From an optimization exercise on the open Yosys and OpenROAD flow, aimed at small area and a short achievable clock period; shortcuts taken in it are not production practice. RTL that was checked went through simulation tests only; none was proved equivalent to the original. No driver is modelled on the clock port, so clock power and skew are understated where the tree is cut down; a real chip needs a root buffer or a tree. Power and IR drop assume default switching activity.

== old ==
// pte_rx
module pte_rx (
    input  wire        clk,
    input  wire        rst,             
    input  wire        in_valid,
    input  wire [7:0]  in_byte,
    output reg         res_valid,
    output wire [7:0]  res_code,        
    output wire [15:0] res_data_len,    
    output wire [7:0]  res_opt_len,     
    output wire [2:0]  res_addr_ctl,    
    output wire        res_ext_hdr_valid,
    output wire [7:0]  res_ext_hdr,
    output wire [47:0] res_orig,        
    output wire        res_dest_valid,
    output wire [31:0] res_dest,        
    output wire [1:0]  res_kind,        
    output wire [31:0] res_data,        
    output wire [7:0]  res_subtel,      
    output wire [15:0] res_rssi_dbm     
);
  localparam [7:0] SYNC      = 8'h55;
  localparam [7:0] PT_RADIO  = 8'h0A;
  reg         rv;             
  reg  [7:0]  rb;             
  always @(posedge clk) begin
    rv <= in_valid && !rst;
    rb <= in_byte;
  end
  localparam [2:0] A_WAIT = 3'd0;    
  localparam [2:0] A_LH   = 3'd1;    
  localparam [2:0] A_LL   = 3'd2;    
  localparam [2:0] A_OL   = 3'd3;    
  localparam [2:0] A_PT   = 3'd4;    
  localparam [2:0] A_HC   = 3'd5;    
  localparam [2:0] A_BODY = 3'd6;    
  reg  [2:0]  ast;
  reg  [15:0] data_len;
  reg  [7:0]  opt_len;
  reg  [15:0] pos;            
  reg         in_opt;         
  reg  [7:0]  crc;            
  reg         hdr_bad;
  ...
export LEC_CHECK = 0
export CAP_MARGIN = 20
export CORE_MARGIN = 2
export CORE_UTILIZATION = 40
export SLEW_MARGIN = 20
create_clock -name core_clock -period 5.0 [get_ports {clk}]
standard.sh (not shown) runs the stock make flow with config.mk's settings and CLKGATE_MAP_FILE= SYNTH_SCRIPT=/design/flow/synth_recipe.tcl, a recipe that flattens the netlist after the stock synthesis.
==> flow/flow/run.sh <==
#!/bin/bash
# Layout: the standard flow (standard synthesis included), with the port
# buffers made of the smallest plain buffer instead of the delay buffer that
# buffer_ports picks by itself.
set -euo pipefail
bash standard.sh BUFFER_PORTS_ARGS="-buffer_cell sky130_fd_sc_hd__buf_1" finish > standard_flow.log 2>&1
### old -> new
- SETUP_SLACK_MARGIN now 3.0, previously not set
Notes after the runs:
- new completed every stage of the flow, and the final layout passed the timing, design-rule and antenna checks.
- Initial antenna violation count: old vs new, no meaningful difference
- Total routed wirelength (lower): old
- Compare new and old | final critical delay including setup and external delays lower: new
- For the worst hold slack, new came in 0.0071 ns lower than old did.

Setup of job 9825:
Another version of the RTL of pte_rx (not shown whole).
Size in the first run: about 230 flip-flops, about 0.0097 mm^2 of cells after synthesis.
Settings: LEC_CHECK=0, CAP_MARGIN=20, CORE_MARGIN=2, CORE_UTILIZATION=60, SETUP_SLACK_MARGIN=3.0, SLEW_MARGIN=20; clock period 5.0 ns.
==> flow/flow/run.sh <==
#!/bin/bash
# Layout: the standard flow (standard synthesis included), with
# - port buffers of the smallest plain buffer instead of the delay buffer
#   that buffer_ports picks by itself;
# - a hand-built two-level clock tree (flow/cts_hook.tcl) in place of
#   TritonCTS's three-level one.
set -euo pipefail
bash standard.sh BUFFER_PORTS_ARGS="-buffer_cell sky130_fd_sc_hd__buf_1" \
  PRE_CTS_TCL="$PWD/flow/cts_hook.tcl" finish > standard_flow.log 2>&1
Other scripts of this flow, unchanged in this note and not shown: flow/flow/cts_hook.tcl, flow/flow/mycts.tcl
--- input diff job 9825..job 9858 ---
Settings: SETUP_SLACK_MARGIN: 3.0 -> 3.1.
==> run summary <==
Number of post-CTS setup repair buffers for job 9858: 72% up relative to job 9825. The run showing the greater final cell count is job 9858. Between job 9858 and job 9825, the difference in clock transition at the registers of the reported paths is negligible. Job 9858: worst slew margin relative to its limit 9.3 points above job 9825. On job 9858: worst hold slack after final layout is 0.020 ns higher than what job 9825 gave. Going from job 9825 to job 9858, area taken by multi-input logic gates grew by a few percent. From job 9825 to job 9858 the numbers moved as follows: routed wire length went up; instance count after placement with tap cells included did not really move.
No run of this note included a check of the RTL's function; only the layout flow was run. No run of this note takes its clock network from TritonCTS; it comes from the design's own scripts or RTL.

## nickel
pte_rx, a different RTL version from the one above (not shown whole).
For scale: roughly 230 flip-flops, about 200 I/O pins, ~9800 µm² of cells after synthesis.
==> flow/config.mk <==
export PLATFORM = sky130hd
export DESIGN_NAME = pte_rx
export DESIGN_NICKNAME = pte_rx
export VERILOG_FILES = /design/flow/design.v
export SDC_FILE = /design/flow/constraint.sdc
export NUM_CORES = 4
export LEC_CHECK = 0
export CAP_MARGIN = 20
export CORE_MARGIN = 2
export CORE_UTILIZATION = 60
export SETUP_SLACK_MARGIN = 3.0
export SLEW_MARGIN = 20
==> flow/constraint.sdc <==
create_clock -name core_clock -period 5.0 [get_ports {clk}]
set_input_delay 1.0000 -clock core_clock [delete_from_list [all_inputs] [get_ports {clk}]]
set_output_delay 1.0000 -clock core_clock [all_outputs]
set_load 0.01 [all_outputs]
Scripts as last shown in full above: flow/flow/run.sh
Other scripts of this flow, unchanged in this note and not shown: flow/flow/cts_hook.tcl, flow/flow/mycts.tcl
--- input diff nickel..indigo ---
diff --git a/flow/config.mk b/flow/config.mk
--- a/flow/config.mk
+++ b/flow/config.mk
@@ -9,3 +9,4 @@
 export CORE_MARGIN = 2
-export CORE_UTILIZATION = 60
+export CORE_UTILIZATION = 70
+export GPL_ROUTABILITY_DRIVEN = 0
 export SETUP_SLACK_MARGIN = 3.0
Notes after the runs:
The worst slew margin relative to its limit in indigo sits 2.1 points above the value recorded for nickel. Compared indigo against nickel; clock slew seen by the registers of the worst setup and hold paths within noise. indigo drops more vias than nickel. Going from nickel to indigo, worst-margin pin slew shrinks by 32 ps. [compare] base=nickel new=indigo: count of nets after finishing went up by about 0.32%, average routed wire per standard cell moved up, routed wire length increased about 4.3%. [compare] base=nickel new=indigo: post-route fraction of the period consumed by the critical path lost 0.34 points, starting density of the core picked up an extra 9.4 points, cell area neither gained nor lost much, leakage component of the power picked up an extra 1.4%.
Edits applied to the flow inputs when going from indigo to yarrow:
diff --git a/flow/config.mk b/flow/config.mk
--- a/flow/config.mk
+++ b/flow/config.mk
@@ -9,4 +9,3 @@
 export CORE_MARGIN = 2
-export CORE_UTILIZATION = 70
-export GPL_ROUTABILITY_DRIVEN = 0
+export CORE_UTILIZATION = 65
 export SETUP_SLACK_MARGIN = 3.0
Findings:
Post-route worst setup slack on yarrow is behind indigo. Summary of yarrow over indigo: post-synthesis to final-layout area growth decreased by 0.68 points relative to the old numbers; fraction of layout cells with a size suffix above 1 shrank by 1.5 points. The run with more routed wire is indigo, not yarrow. [compare] base=indigo new=yarrow: fmax down 0.34%, wire length on met1 up about 2.8%.
Input-level comparison between pepper and yarrow:
diff --git a/flow/config.mk b/flow/config.mk
--- a/flow/config.mk
+++ b/flow/config.mk
@@ -9,3 +9,4 @@
 export CORE_MARGIN = 2
-export CORE_UTILIZATION = 65
+export CORE_UTILIZATION = 70
+export PLACE_DENSITY = 0.8
 export SETUP_SLACK_MARGIN = 3.0
Results
Area added between synthesis and finish: yarrow and pepper compared, higher one is pepper. yarrow and pepper ended up with nearly the same clock network latency to the later pin of the worst-skew pair. Delta(number of well-tap cells placed, pepper - yarrow) < 0. The part of the cycle the worst path needs in pepper sits 6.1 points above the value recorded for yarrow. Route | pepper vs yarrow | wire longer in pepper. pepper ends up with a global-route wire length before repair that is 3.0% higher than in yarrow.
Changes in amber relative to pepper:
diff --git a/flow/config.mk b/flow/config.mk
--- a/flow/config.mk
+++ b/flow/config.mk
@@ -9,4 +9,3 @@
 export CORE_MARGIN = 2
-export CORE_UTILIZATION = 70
-export PLACE_DENSITY = 0.8
+export CORE_UTILIZATION = 80
 export SETUP_SLACK_MARGIN = 3.0
Findings:
pepper: done, clean on timing, DRC and antenna. amber completed; timing, DRC and antenna clean. Summary: with pepper as the reference, global-route wire length before repair in amber moved up by more than 10%. On final period utilization: between pepper and amber, it ends up higher for amber. As far as cell area after technology mapping goes, pepper and amber are indistinguishable; the numbers are identical. Share of layout cells above drive strength 1 on amber is up relative to pepper.
Input changes introduced in juniper (baseline for comparison: amber):
diff --git a/flow/config.mk b/flow/config.mk
--- a/flow/config.mk
+++ b/flow/config.mk
@@ -9,3 +9,3 @@
 export CORE_MARGIN = 2
-export CORE_UTILIZATION = 80
+export CORE_UTILIZATION = 70
 export SETUP_SLACK_MARGIN = 3.0
### Flow results
From amber to juniper, count of mapped cells out of synthesis did not move at all.
The lower die footprint of juniper and amber is in amber.
juniper against amber; amount of wire on met2 after detailed routing is down by more than 10%.
For the count of placed standard cells in the final layout, fillers left out, juniper came in 11 higher than amber did.
Relative to amber, the combinational share of power of juniper is lower by 1.1 points.
Between juniper and amber, the difference in delay of the slowest cell on the worst path is negligible.
Looking only at sequential share of layout area, and setting everything else aside, the lower value of juniper and amber goes to amber.
Across both runs, met3 wirelength from detailed routing was lower for juniper than for amber.
Diff amber..juniper | share of flip-flops with an asynchronous set or reset | unchanged
Of the two values seen for type of the setup path with the least slack, flop to output port was produced by juniper and flop to flop by amber.
No run of this note takes its clock network from TritonCTS; it comes from the design's own scripts or RTL.

-- afterwards: timing with drivers on the ports --
How much do the figures lean on ideal ports? The routed layouts below were timed once more, with nothing changed but the port constraints.
Step 1 assumes that a clkbuf_16 drives the clock port and a buf_2 every other input.
Step 2 adds t to the input delays and takes it off the output delays; t is the mean of the earliest and latest rising clock arrival at the registers after step 1. Input paths then give back, and output paths get back, about the clock's delay inside the block.
a / b / c = ideal / step 1 / step 2; a / b = the first two.
run | t, ns | slack for setup (ns) | worst hold slack (ns) | worst setup path at the end
old | 0.546 | 1.677 / 1.677 / 1.677 | 0.443 / 0.443 / 0.443 | register to register
new | 0.549 | 2.830 / 2.783 / 2.961 | 0.436 / 0.436 / 0.436 | register to register
job 9825 | 0.387 | 2.964 / 2.930 / 2.964 | 0.530 / 0.530 / 0.530 | register to register
job 9858 | 0.395 | 3.004 / 2.924 / 3.004 | 0.550 / 0.550 / 0.550 | register to register
nickel | 0.375 | 2.991 / 2.922 / 3.027 | 0.451 / 0.451 / 0.451 | register to register
indigo | 0.374 | 3.008 / 2.939 / 3.012 | 0.428 / 0.428 / 0.428 | register to register
yarrow | 0.368 | 3.002 / 2.932 / 3.005 | 0.430 / 0.430 / 0.430 | register to register
pepper | 0.378 | 2.697 / 2.697 / 2.697 | 0.418 / 0.418 / 0.418 | register to register
amber | 0.386 | 2.600 / 2.600 / 2.600 | 0.451 / 0.451 / 0.451 | register to register
juniper | 0.378 | 3.001 / 2.927 / 3.014 | 0.435 / 0.435 / 0.435 | register to register
After both steps every run listed still meets setup and hold.
